What follows belongs to an exercise in optimizing a design on an open flow for small area, a short achievable clock period and few clock cycles per item; a production flow would make more cautious choices.
In this exercise RTL edits were held to simulation tests only and were not proved equivalent to the original.
No activity file was given, so power comes from the tool's default toggle rates.

**flow/design.v**
```verilog
module touch_resolver (
    input  wire        clk,
    input  wire        rst,           
    input  wire        in_valid,
    output wire        in_ready,
    input  wire [11:0] in_sample,
    output reg         out_valid,
    output reg  [1:0]  out_status,    
    output reg  [11:0] out_x,
    output reg  [11:0] out_y
);
    localparam integer W      = 10;           
    localparam integer KEEP   = W - 4;        
    localparam integer JITTER = 50;           
    localparam integer X_MIN  = 100;
    localparam integer Y_MAX  = 4000;
    localparam [1:0] ST_OK       = 2'd0;
    localparam [1:0] ST_UNSTABLE = 2'd1;
    localparam [1:0] ST_RANGE    = 2'd2;
    localparam [1:0] S_COLLECT = 2'd0;
    localparam [1:0] S_SORT    = 2'd1;
    localparam [1:0] S_SUM     = 2'd2;
    localparam [1:0] S_RESOLVE = 2'd3;
    reg [1:0]  state;
    reg [3:0]  count;       
    reg [1:0]  pass;        
    reg [11:0] sb [0:W-1];  
    reg [14:0] fsum [0:3];  
    assign in_ready = (state == S_COLLECT);
    reg [14:0] mid_sum;
    integer k;
    always @(*) begin
        mid_sum = 15'd0;
        for (k = 2; k < W - 2; k = k + 1)
            mid_sum = mid_sum + {3'd0, sb[k]};
    end
    wire [14:0] x1 = fsum[0];
    wire [14:0] y1 = fsum[1];
    wire [14:0] x2 = fsum[2];
    wire [14:0] y2 = fsum[3];
    wire [14:0] dx = (x1 > x2) ? (x1 - x2) : (x2 - x1);
    wire [14:0] dy = (y1 > y2) ? (y1 - y2) : (y2 - y1);
    wire        unstable = (dx > JITTER * KEEP) || (dy > JITTER * KEEP);
    wire [15:0] xs = {1'b0, x1} + {1'b0, x2};
    wire [15:0] ys = {1'b0, y1} + {1'b0, y2};
    wire [15:0] xq = xs / (2 * KEEP);
    wire [15:0] yq = ys / (2 * KEEP);
    wire        out_of_range = (xq < X_MIN) || (yq > Y_MAX);
    integer i;
    always @(posedge clk) begin
        if (rst) begin
            state     <= S_COLLECT;
            count     <= 4'd0;
            pass      <= 2'd0;
            out_valid <= 1'b0;
        end else begin
            out_valid <= 1'b0;
            case (state)
                S_COLLECT: begin
                    if (in_valid) begin
                        sb[count] <= in_sample;
                        if (count == W - 1) begin
                            count <= 4'd0;
                            state <= S_SORT;
                        end else begin
                            count <= count + 4'd1;
                        end
                    end
                end
                S_SORT: begin
                    for (i = 0; i < W - 1; i = i + 1) begin
                        if ((i % 2) == count[0] && sb[i] < sb[i+1]) begin
                            sb[i]   <= sb[i+1];
                            sb[i+1] <= sb[i];
                        end
                    end
                    if (count == W - 1) begin
                        count <= 4'd0;
                        state <= S_SUM;
                    end else begin
                        count <= count + 4'd1;
                    end
                end
                S_SUM: begin
                    fsum[pass] <= mid_sum;
                    pass       <= pass + 2'd1;
                    state      <= (pass == 2'd3) ? S_RESOLVE : S_COLLECT;
                end
                S_RESOLVE: begin
                    out_valid <= 1'b1;
                    out_x     <= xq[11:0];
                    out_y     <= yq[11:0];
                    if (unstable)
                        out_status <= ST_UNSTABLE;
                    else if (out_of_range)
                        out_status <= ST_RANGE;
                    else
                        out_status <= ST_OK;
                    state <= S_COLLECT;
                end
            endcase
        end
    end
endmodule
```
**flow/run.sh**
```bash
#!/bin/bash
# synth_recipe.tcl (not shown) runs the flow's synth.tcl, then flattens the netlist and writes it again
# the make line also repeats each setting of config.mk as NAME=value (left out here)
make -C /OpenROAD-flow-scripts/flow DESIGN_CONFIG=/design/flow/config.mk WORK_HOME=/design/flow/orfs CLKGATE_MAP_FILE= SYNTH_SCRIPT=/design/flow/synth_recipe.tcl finish
```
**flow/config.mk**
```make
export PLATFORM = sky130hd
export DESIGN_NAME = touch_resolver
export DESIGN_NICKNAME = touch_resolver
export VERILOG_FILES = /design/flow/design.v
export SDC_FILE = /design/flow/constraint.sdc
export NUM_CORES = 4
export LEC_CHECK = 0
export CAP_MARGIN = 20
export CORE_MARGIN = 2
export CORE_UTILIZATION = 40
export SLEW_MARGIN = 20
```
**flow/constraint.sdc**
```tcl
create_clock -name core_clock -period 12.0 [get_ports {clk}]
set_input_delay 2.4000 -clock core_clock [delete_from_list [all_inputs] [get_ports {clk}]]
set_output_delay 2.4000 -clock core_clock [all_outputs]
set_load 0.01 [all_outputs]
```
==> flow_summary.json <==
{
  "status": "complete, no violations",
  "crit_type": "reg2reg",
  "synth_area_leader_cell": "edfxtp_1",
  "max_cap_viol_count": 0,
  "grt_pass1_vias": 17776,
  "synthDistinctLibCells": 100,
  "die_w_um": 235,
  "max_freq_mhz": 106,
  "synthesis.area_mm2": 0.0213,
  "fin_area_mm2": 0.0233,
  "worstHoldStart": "sb[9][6]",
  "initial_core_util_pct": 40.5,
  "min_to": "sb[8][6]",
  "layout-drive-gt1-share_pct": 6.83,
  "synth-seq-area-share_pct": 29.9,
  "cts_htree_levels": 1,
  "num_antenna_cells": 0,
  "rrSetupSlack_ns": 2.52,
  "synthCells": 2431,
  "slowest_stage": "a311oi_2",
  "synth_edf_count": 206,
  "clk_latency_ns": 0.60,
  "syn_area_per_cell_um2": 8.76,
  "hp-class": "reg2reg",
  "ctsResizeCount": 0,
  "cp-end-kind": "flop",
  "slew_headroom_pct": 29.5,
  "crit_arrival_ns": 9.78,
  "synth_top_area_share_pct": 29.1,
  "setup_violations": 0,
  "grt-ovfl-total": 0,
  "die_h_um": 235,
  "combinationalPowerShare_pct": 4.5,
  "vias": 18284,
  "ir_worst_vdd_mv": 0.121,
  "ys_dominant_reg_cell": "edfxtp_1",
  "placed_area_mm2": 0.0224,
  "final_util_pct": 44.3,
  "pwr-share-seq_pct": 48.7,
  "ios": 43,
  "ys_warn_count": 1,
  "portBuffers": 42,
  "post_cts_buffers": 0,
  "rr_startpoint": "fsum[3][1]",
  "cts_tree": "built",
  "cp-start-kind": "flop",
  "grt_pass1_wl_mm": 97.3,
  "yosysMostFrequentCell": "nor2_1",
  "async_reset_ff_share_pct": 0,
  "die-area_mm2": 0.0551,
  "drv_slew": 0,
  "synth_seq_cells": 215,
  "synth_common_cells": "231 x nor2_1, 228 x inv_1, 207 x ha_1",
  "nNetsFinal": 2700,
  "cts-root-buf": "clkbuf_16",
  "ant_nets": 0,
  "wl_per_cell_um": 19.4,
  "drcViolationCount": 0,
  "core_area_mm2": 0.0526,
  "drt_iter0_drc": 1564,
  "power.switching_w": 0.000404,
  "total_power_w": 0.00171,
  "synthTopCellsByArea": "edfxtp_1 29%, ha_1 12%, fa_1 5.1%",
  "syn_nets": 2707,
  "synthToLayoutAreaGrowth_pct": 9.44,
  "hold_buffers": 0,
  "viasPerCell": 5.84,
  "rows": 84,
  "whs_ns": 0.544,
  "p_leak_nw": 9.39,
  "holdPathStages": 2,
  "hpwlAfterDp_mm": 46.7,
  "finalSetupTns_ns": 0,
  "p_per_area_mw_per_mm2": 73.5,
  "switching_share_pct": 23.6,
  "dr.pass1.iters": 6,
  "hold_viol": 0,
  "post-route-period-util_pct": 79.0,
  "clockPowerShare_pct": 46.8,
  "gp_congestion": 0.948,
  "cts_buffers": 28,
  "clock_path_buffers": 3,
  "slowest_delay_ns": 0.81,
  "internal_power_w": 0.00131,
  "cp.required_ns": 12.31,
  "cts_sinks": 215,
  "cp_top_family": "compound AO/OA/AOI/OAI gates",
  "antenna_found_initial": 0,
  "wirelength_mm": 60.9,
  "r2r_cells": 28,
  "grt.total_usage_pct": 21.5,
  "post-route-min-period_ns": 9.48,
  "worstPathMaxFanout": 22,
  "clkTransAtPathRegs_ns": 0.06,
  "grt_max_degree": 39,
  "worst_pin_slew_ns": 1.05,
  "critPathBufInv": 4,
  "fin_skew_ns": 0.0400,
  "reg2reg_to": "out_status[1]",
  "rsz0062_at_grt": "false",
  "fillers": 5116
}
stage by stage:
step | instances | worst slack, ns
global route | 3133 | 1.80
finish | 3133 | 2.52
CTS | 3133 | 2.51
floorplan | 2431 | 4.45
global placement | 3081 | 2.87
detailed placement | 3082 | 2.55
per-layer routing:
| metal | up-vias | wire (um) | global-route usage [%] |
|---|---|---|---|
| met1 | 8845 | 26600 | 28.0 |
| met3 | 89 | 2770 | 2.19 |
| met2 | 554 | 29800 | 37.8 |
| met4 | 0 | 1640 | 5.77 |
| li1 | 8796 | - | - |
| met5 | - | 0 | 0 |
sequential cells by signal, summed over array words and instances, names as in the netlist:
register and flops:
out_x 12, out_status 2, count 4, sb 120, out_y 12, state 2, fsum 60, out_valid 1
pass 2
tightest hold or removal path, delay by kind of cell, from the launching register on:
| kind | cells | cell delay (ns) |
|---|---|---|
| flip-flops | 1 | 0.34 |
| AND/OR/NAND/NOR | 1 | 0.05 |
| AO/OA/AOI/OAI | 1 | 0.06 |
final cells by class:
class,instances,area [um^2],area share [%]
multi-input cells,1867,13600,58.5
flip-flops and latches,215,6370,27.3
inverters,234,881,3.78
well taps,688,861,3.69
clock buffers,36,761,3.26
repair buffers,78,691,2.96
clock inverters,15,108,0.462
placed cells by master (no fill, tap or decap), types with 42 or more instances in the layout:
cell	n
a21oi_1	187
ha_1	207
inv_1	228
nor2b_1	54
nor3_1	43
mux2i_1	52
xnor2_1	68
fa_1	54
edfxtp_1	206
nand2_1	192
o21ai_0	152
nand2b_1	52
nor2_1	230
clkdlybuf4s50_1	42
power groups by stage:
| stage | combinational (W) | sequential [W] | clock [W] |
|---|---|---|---|
| 3_3_place_gp | 0.0000754 | 0.000849 | 0 |
| 6_report | 0.0000771 | 0.000834 | 0.000800 |
| 3_5_place_dp | 0.0000781 | 0.000850 | 0 |
| 4_1_cts | 0.0000786 | 0.000834 | 0.000823 |
| 5_1_grt | 0.0000868 | 0.000834 | 0.000851 |
| 2_1_floorplan | 0.0000500 | 0.000847 | 0 |
worst max-delay path by stage:
| stage | endpoint | cells after the start | slack (ns) | from |
|---|---|---|---|---|
| after floorplan | out_status[1] | 31 | 4.45 | fsum[3][1] |
| after global placement | out_status[1] | 26 | 2.87 | fsum[1][4] |
| after detailed placement | out_status[1] | 27 | 2.55 | fsum[3][1] |
| after CTS | out_status[1] | 27 | 2.51 | fsum[3][1] |
| after global routing | out_status[1] | 30 | 1.80 | fsum[3][1] |
| final | out_status[1] | 28 | 2.52 | fsum[3][1] |
logic make-up (layout without fill, tap and decap cells):
logic type	Yosys count	count (layout)	synth area share (%)
adder cells (fa/ha/maj)	262	262	17.3
buffers and inverters	349	363	6.42
AO/OA/AOI/OAI	715	715	22.6
multiplexers	75	75	3.71
XOR/XNOR	89	89	3.77
flip-flops	215	215	29.9
AND/OR/NAND/NOR	726	726	16.3
Testbench counts, summed over its fixed seeds: cycles 81,608, items 960.

## what the ideal ports hide
The flow's constraints put no driver on any port. The routed layout listed below was extracted and timed again, unchanged, in two steps. Step 1, drivers: a clkbuf_16 drives clk and a buf_2 each remaining input, both assumed. Step 2 moves the port delays by t, midway between the first and last clock arrival at a register: inputs arrive t later, outputs are due t later. That takes back most of the time a late clock gives input paths. Three values: no drivers, after step 1, after step 2; two values: the first two.
t (ns): 0.630
setup WS [ns]: 2.524 / 2.524 / 2.524
hold slack, ns: 0.544 / 0.544 / 0.544
slew at the worst register clock pin (ns): 0.06 / 0.06
After both steps this run still meets setup and hold. The setup slack of this run moves by 0.000 ns with the drivers and by 0.000 ns with both steps.
